From an optimization exercise on the open Yosys and OpenROAD flow, aimed at small area, a short achievable clock period and few clock cycles per item; shortcuts taken in it are not production practice. Where RTL was checked, it was by simulation tests only, not by an equivalence proof against the original. No activity file was given, so power comes from the tool's default toggle rates.

// dwibus_codec
module dwibus_codec (
    input  wire         clk,
    input  wire         rst,         
    input  wire         start,       
    input  wire         op,          
    input  wire [7:0]   self_addr,   
    input  wire [479:0] frame_in,
    output wire         ready,
    output reg          done,        
    output wire [7:0]   status,
    output wire [7:0]   crc,
    output wire [479:0] frame_out
);
    wire [479:0] fi = frame_in;
    reg         busy;
    reg [439:0] img;       
    reg [7:0]   pc_q;      
    reg [7:0]   ps_q;      
    reg         chk_q;     
    reg [3:0]   pre_q;     
    reg [7:0]   crc_q;
    reg [7:0]   syn_q;     
    wire [15:0] part_in;   
    wire [15:0] crc_syn;   
    assign ready = ~busy;
    wire [15:0] m01 = op ? fi[15:0] : 16'h55AA;
    wire p0;
    dw_xor2 u_p0 (.a(fi[63]), .b(fi[176]), .y(p0));
    wire p1;
    dw_xor2 u_p1 (.a(fi[305]), .b(fi[434]), .y(p1));
    wire p2;
    dw_xor2 u_p2 (.a(fi[67]), .b(fi[196]), .y(p2));
    wire p3;
    dw_xor2 u_p3 (.a(fi[325]), .b(fi[454]), .y(p3));
    wire p4;
    dw_xor2 u_p4 (.a(fi[105]), .b(fi[234]), .y(p4));
    wire p5;
    dw_xor2 u_p5 (.a(fi[111]), .b(fi[224]), .y(p5));
    wire p6;
    dw_xor2 u_p6 (.a(fi[17]), .b(fi[146]), .y(p6));
    wire p7;
    dw_xor2 u_p7 (.a(fi[275]), .b(fi[404]), .y(p7));
    wire p8;
    dw_xor2 u_p8 (.a(fi[26]), .b(fi[155]), .y(p8));
    wire p9;
    dw_xor2 u_p9 (.a(fi[284]), .b(fi[413]), .y(p9));
    wire p10;
    dw_xor2 u_p10 (.a(fi[36]), .b(fi[165]), .y(p10));
    wire p11;
    dw_xor2 u_p11 (.a(fi[294]), .b(fi[423]), .y(p11));
    wire p12;
    dw_xor2 u_p12 (.a(fi[57]), .b(fi[186]), .y(p12));
    wire p13;
    dw_xor2 u_p13 (.a(fi[315]), .b(fi[444]), .y(p13));
    wire p14;
    dw_xor2 u_p14 (.a(fi[81]), .b(fi[210]), .y(p14));
    wire p15;
    dw_xor2 u_p15 (.a(fi[91]), .b(fi[220]), .y(p15));
  ...
For scale: roughly 1400 cells after synthesis, ~480 flip-flops, ~990 I/O pins.
Settings: LEC_CHECK=0, CAP_MARGIN=20, CORE_AREA=10 10 290 290, DIE_AREA=0 0 300 300, PLACE_DENSITY=0.6, SETUP_SLACK_MARGIN=2.3, SLEW_MARGIN=20, SYNTH_HIERARCHICAL=1, SYNTH_MINIMUM_KEEP_SIZE=0; clock period 5.0 ns.
standard.sh (not shown) runs the stock make flow with config.mk's settings and CLKGATE_MAP_FILE= SYNTH_SCRIPT=/design/flow/synth_recipe.tcl, a recipe that flattens the netlist after the stock synthesis.
==> flow/flow/run.sh <==
#!/bin/bash
# Own layout flow: the standard flow, with each port buffered by the
# smallest buffer (buf_1) instead of the one buffer_ports picks by default.
set -euo pipefail
bash standard.sh "BUFFER_PORTS_ARGS=-buffer_cell sky130_fd_sc_hd__buf_1" finish > standard_flow.log 2>&1
Testbench counts at the start, summed over its fixed seeds: cycles 3,840, frames 1,920.
==> next run, changes <==
--- a/flow/design.v
+++ b/flow/design.v
@@ -11,25 +11,30 @@
     output wire [7:0]   crc,
     output wire [479:0] frame_out
 );
     wire [479:0] fi = frame_in;
     reg         busy;
     reg [439:0] img;       
     reg [7:0]   pc_q;      
     reg [7:0]   ps_q;      
     reg         chk_q;     
     reg [3:0]   pre_q;     
     reg [7:0]   crc_q;
-    reg [7:0]   syn_q;     
+    reg [3:0]   synz_q;    
     wire [15:0] part_in;   
     wire [15:0] crc_syn;   
+    wire [3:0]  synz;      
+    dw_nor2 u_z0 (.a(crc_syn[8]),  .b(crc_syn[9]),  .y(synz[0]));
+    dw_nor2 u_z1 (.a(crc_syn[10]), .b(crc_syn[11]), .y(synz[1]));
+    dw_nor2 u_z2 (.a(crc_syn[12]), .b(crc_syn[13]), .y(synz[2]));
+    dw_nor2 u_z3 (.a(crc_syn[14]), .b(crc_syn[15]), .y(synz[3]));
     assign ready = ~busy;
     wire [15:0] m01 = op ? fi[15:0] : 16'h55AA;
     wire p0;
     dw_xor2 u_p0 (.a(fi[63]), .b(fi[176]), .y(p0));
     wire p1;
     dw_xor2 u_p1 (.a(fi[305]), .b(fi[434]), .y(p1));
     wire p2;
     dw_xor2 u_p2 (.a(fi[67]), .b(fi[196]), .y(p2));
     wire p3;
     dw_xor2 u_p3 (.a(fi[325]), .b(fi[454]), .y(p3));
     wire p4;
@@ -1603,31 +1608,27 @@
             busy <= ~busy & start;
             done <= busy;
         end
         pc_q  <= part_in[7:0];
         ps_q  <= part_in[15:8];
         if (!busy) begin
             img   <= fi[2*8 +: 440];
             chk_q <= chk_in;
             pre_q <= pre_in;
         end
         crc_q <= crc_syn[7:0];
-        syn_q <= crc_syn[15:8];
+        synz_q <= synz;
     end
-    wire n01, n23, n45, n67, syn_nz;
+    wire syn_nz;
     wire [3:0] st;
-    dw_nor2  u_n01 (.a(syn_q[0]), .b(syn_q[1]), .y(n01));
-    dw_nor2  u_n23 (.a(syn_q[2]), .b(syn_q[3]), .y(n23));
-    dw_nor2  u_n45 (.a(syn_q[4]), .b(syn_q[5]), .y(n45));
-    dw_nor2  u_n67 (.a(syn_q[6]), .b(syn_q[7]), .y(n67));
-    dw_nand4 u_nz  (.a(n01), .b(n23), .c(n45), .d(n67), .y(syn_nz));
+    dw_nand4 u_nz  (.a(synz_q[0]), .b(synz_q[1]), .c(synz_q[2]), .d(synz_q[3]), .y(syn_nz));
     dw_ao21  u_st0 (.a(chk_q), .b(syn_nz), .c(pre_q[0]), .y(st[0]));
     dw_ai21b u_st1 (.a(chk_q), .b(syn_nz), .c(pre_q[1]), .y(st[1]));
     dw_ai21b u_st2 (.a(chk_q), .b(syn_nz), .c(pre_q[2]), .y(st[2]));
     dw_ao21  u_st3 (.a(chk_q), .b(syn_nz), .c(pre_q[3]), .y(st[3]));
     assign status    = {3'b000, st[3], 1'b0, st[2:0]};
     assign crc       = crc_q;
     assign frame_out = {8'h0A, 8'h0D, crc_q, img, 8'h55, 8'hAA};
 endmodule
 module dw_nor2 (input wire a, input wire b, output wire y);
     assign y = ~(a | b);
 endmodule
After rerunning: Power hardly moves. Clock-buffer cell count climbs by 4. Final area climbs slightly. Worst hold slack got worse by 0.020 ns. Critical path depth stays the same. Global-route usage rises by 0.38 points. Non-clock buffer count rises by 16. Sequential power goes down by a few percent. Setup slack degrades by 0.038 ns. Clock power decreases by a few percent.
Only the layout flow was run in the second run of this note; the RTL was not checked for function there.

## afterwards: timing with drivers on the ports
Ports are ideal in the flow. The routed layouts listed here were re-timed in OpenROAD.
Step 1, drivers: a clkbuf_16 drives clk and a buf_2 each remaining input, both assumed.
Step 2 moves the port delays by t, midway between the first and last clock arrival at a register: inputs arrive t later, outputs are due t later. That takes back most of the time a late clock gives input paths.
Slacks: ideal / step 1 / step 2; pairs: ideal / step 1.
run	t, ns	slack for setup (ns)	slew at the worst register clock pin (ns)
the first run	0.659	2.343 / 2.321 / 1.835	0.06 / 0.06
the second run	0.677	2.306 / 2.306 / 1.749	0.07 / 0.07
After both steps every run listed still meets setup and hold. The setup slack of the second run, which loses most, moves by 0.000 ns with the drivers and by -0.557 ns with both steps.
